This design comes from an exercise in tuning for small area, a short achievable clock period and few clock cycles on the open sky130 flow, not from production work. The RTL was checked by simulation tests, not by an equivalence proof against the original design. Power and IR drop assume default switching activity.

before:
==> flow/design.v (excerpt) <==
module mcb_core #(
    parameter EDGE_DEPTH = 32,              
    parameter AW         = 5                
) (
    input  wire        clk,
    input  wire        rst,
    input  wire        cmd_valid,
    output wire        cmd_ready,
    input  wire [63:0] cmd_data,
    output wire        evt_valid,
    input  wire        evt_ready,
    output wire [63:0] evt_data,
    output wire        irq
);
==> flow/config.mk <==
export PLATFORM = sky130hd
export DESIGN_NAME = mcb_core
export DESIGN_NICKNAME = mcb_core
export VERILOG_FILES = /design/flow/design.v
export SDC_FILE = /design/flow/constraint.sdc
export NUM_CORES = 8
export LEC_CHECK = 0
export ABC_AREA = 1
export CAP_MARGIN = 30
export CORE_MARGIN = 2
export CORE_UTILIZATION = 45
export CTS_CLUSTER_DIAMETER = 60
export CTS_CLUSTER_SIZE = 30
export SETUP_SLACK_MARGIN = 5
export SLEW_MARGIN = 30
==> flow/constraint.sdc <==
create_clock -name core_clock -period 12.0 [get_ports {clk}]
set_input_delay 2.4000 -clock core_clock [delete_from_list [all_inputs] [get_ports {clk}]]
set_output_delay 2.4000 -clock core_clock [all_outputs]
set_load 0.01 [all_outputs]
run.sh (not shown) runs the stock make flow with config.mk's settings and CLKGATE_MAP_FILE= SYNTH_SCRIPT=/design/flow/synth_recipe.tcl, a recipe that flattens the netlist after the stock synthesis.
Testbench counts of before, summed over its fixed seeds: cycles 7,185.
## Diff of input files: after against before
- clearing SETUP_SLACK_MARGIN, which used to be 5
==> flow/flow/run.sh (new file) <==
#!/bin/bash
set -euo pipefail
bash standard.sh SETUP_SLACK_MARGIN=7 finish > layout.log 2>&1
==> flow/standard.sh (new file) <==
#!/bin/bash
# synth_recipe.tcl (not shown) runs the flow's synth.tcl, then flattens the netlist and writes it again
# the make line also repeats each setting of config.mk as NAME=value (left out here)
make -C /OpenROAD-flow-scripts/flow DESIGN_CONFIG=/design/flow/config.mk WORK_HOME=/design/flow/orfs CLKGATE_MAP_FILE= SYNTH_SCRIPT=/design/flow/synth_recipe.tcl "${@:-finish}"
removed: flow/run.sh
==> run summary <==
before finished every step from synthesis to the final layout, and the layout passed the timing, DRC and antenna checks. Layout checks on after: not met. Flow itself completed; violations: capacitance limit, slew limit. As far as placed instance count is concerned, before and after perform about the same. Of before and after, the lower clock power share belongs to after. Between before and after, the clock buffer count from CTS is higher for before. Per the comparison of after with before, storage element area saw little to no change; worst slack on hold paths saw an increase. On internal power, the higher figure sits with after, not before. Going from before to after, total of max-cap violations grew by 1, total power +about 5%, critical path depth went up.

* * *

Another version of the RTL of mcb_core (not shown whole).
Size: about 33000 cells after synthesis, about 6800 flip-flops, about 140 I/O pins, ~330000 um2 of cells after synthesis.
==> flow/design.v (excerpt) <==
module mcb_core #(
    parameter EDGE_DEPTH = 32,              
    parameter AW         = 5                
) (
    input  wire        clk,
    input  wire        rst,
    input  wire        cmd_valid,
    output wire        cmd_ready,
    input  wire [63:0] cmd_data,
    output wire        evt_valid,
    input  wire        evt_ready,
    output wire [63:0] evt_data,
    output wire        irq
);
clock: 12.0 ns
lec_check: 0
abc_area: 1
cap_margin: 30
core_margin: 2
core_utilization: 45
cts_cluster_diameter: 60
cts_cluster_size: 30
setup_slack_margin: 5
slew_margin: 30
tns_end_percent: 10
Stock flow here: none of the scripts above is used.
The starting point finished with timing, DRC and antenna clean.
Testbench counts at the start, summed over its fixed seeds: cycles 6,978.
Edit:
Settings changed: PLACE_DENSITY set to 0.75, TNS_END_PERCENT 10 to not set.
This time the run reached the layout checks and failed them: capacitance limit, slew limit.
Worst setup slack improved by 290 ps.
Final area barely changes.
Clock skew came out higher by 9.1 ps.
Global-route usage came out lower by 2.2 points.
Sequential share of layout area hardly moves.
Core utilization hardly moves.
Edit:
Settings changed: CORE_UTILIZATION 45 to 40, PLACE_DENSITY 0.75 to not set.
Result:
- The new run went through all stages and came out clean
- routed wire length rises by 5.8%
- sequential power hardly moves
- area after synthesis stays the same
- clock-buffer cell count rises by 47
- final cell count rises by 3.4%
- worst setup slack is better by 230 ps
- flip-flop and latch count does not change
- via count falls by 1.3%
- design area rises by 0.92%
- critical path depth falls by 5
- core utilization falls by 5.3 points

* * *

Setup of v32:
Starting RTL as in the previous note.
Settings: LEC_CHECK=0, ABC_AREA=1, CAP_MARGIN=30, CORE_MARGIN=2, CORE_UTILIZATION=45, CTS_CLUSTER_DIAMETER=60, CTS_CLUSTER_SIZE=30, SETUP_SLACK_MARGIN=5, SLEW_MARGIN=30; clock period 12.0 ns.
Looking at the reports, v32 completed the entire flow and the layout it produced met the timing, DRC and antenna checks.
Testbench counts of v32, summed over its fixed seeds: cycles 6,978.
For v3, these inputs were changed with respect to v32:
Settings: a change of CORE_UTILIZATION from 45 to 55; an added PLACE_DENSITY of 0.75.
### Flow results
v3 vs. v32: core utilization picked up an extra 11 points; clock-buffer cell count lost 5.6%; met3 wire length shows an increase of 23%; area of all placed cells without fillers fell about 1.2%; non-clock buffer count shrank by about 8%.
diff inputs: v3 => v5
Settings: ABC_AREA: 1 -> unset; PLACE_DENSITY: 0.75 -> unset; CORE_UTILIZATION: 55 -> 45.
[summary]
Die area grows by more than 10% when moving from v3 to v5. Looking at worst setup slack, v5 sits 1.51 ns below v3. On v5: remaining max-slew budget at the tightest pin is 5.4 points lower than what v3 gave. Destination of the critical timing path: evt_data_q[49] -> v5, du1[29] -> v3. The run with more routed wire is v5, not v3. Area of the multi-input gates: v5 vs v3 up 6500 µm². Max global-route wire length before repair across v5 and v3: v5.
--- input diff v5..v15 ---
Settings: ABC_AREA now 1, previously not set; TNS_END_PERCENT now 0, previously not set.
[summary]
v5 → v15: combinational power -6.6%; clock slew seen by the registers of the worst setup and hold paths now smaller; met2 demand-to-capacity share in global routing shrank by 11 points; average wire per cell in the routed design moved down.
Portion of total power attributed to sequential cells: v15 vs v5 up 0.4 points
When the final numbers for v5 and v15 were put side by side, the worst-case reg-to-reg path depth turned out to be smaller in v15.
From v5 to v15 the numbers moved as follows: non-clock inverter instance count of the final layout grew by 370%, number of cells traversed by the worst hold path lost 1, number of antenna repair diodes has decreased.

## port drivers added, routing unchanged
In the flow no input, the clock included, has a driving cell. The finished layouts below were timed again as built, in two steps.
Step 1 assumes that a clkbuf_16 drives the clock port and a buf_2 every other input.
Step 2, shift: input delay + t, output delay - t, t = (earliest + latest rising clock arrival at the registers) / 2. This alone moves slack from input paths to output paths.
Three values: no drivers, after step 1, after step 2; two values: the first two.
run | t (ns) | slack for setup (ns) | worst slew at a driven data input, ns | pins driven straight from the clock port
before | 1.340 | 4.733 / 4.733 / 3.770 | 0.23 | 1
after | 1.372 | 5.434 / 5.434 / 4.880 | 0.53 | 1
the first run of note 2 | 1.325 | 4.057 / 4.057 / 3.151 | 0.51 | 1
the second run of note 2 | 1.313 | 4.350 / 4.350 / 3.512 | 0.21 | 1
the third run of note 2 | 1.313 | 4.579 / 4.579 / 3.574 | 0.44 | 1
v32 | 1.309 | 4.591 / 4.591 / 3.491 | 0.44 | 1
v3 | 1.286 | 4.381 / 4.381 / 3.266 | 0.40 | 1
v5 | 1.370 | 2.869 / 2.869 / 2.869 | 0.41 | 1
v15 | 1.318 | 4.183 / 4.183 / 3.071 | 0.58 | 1
The setup slack of v3, which loses most, moves by 0.000 ns with the drivers and by -1.115 ns with both steps.
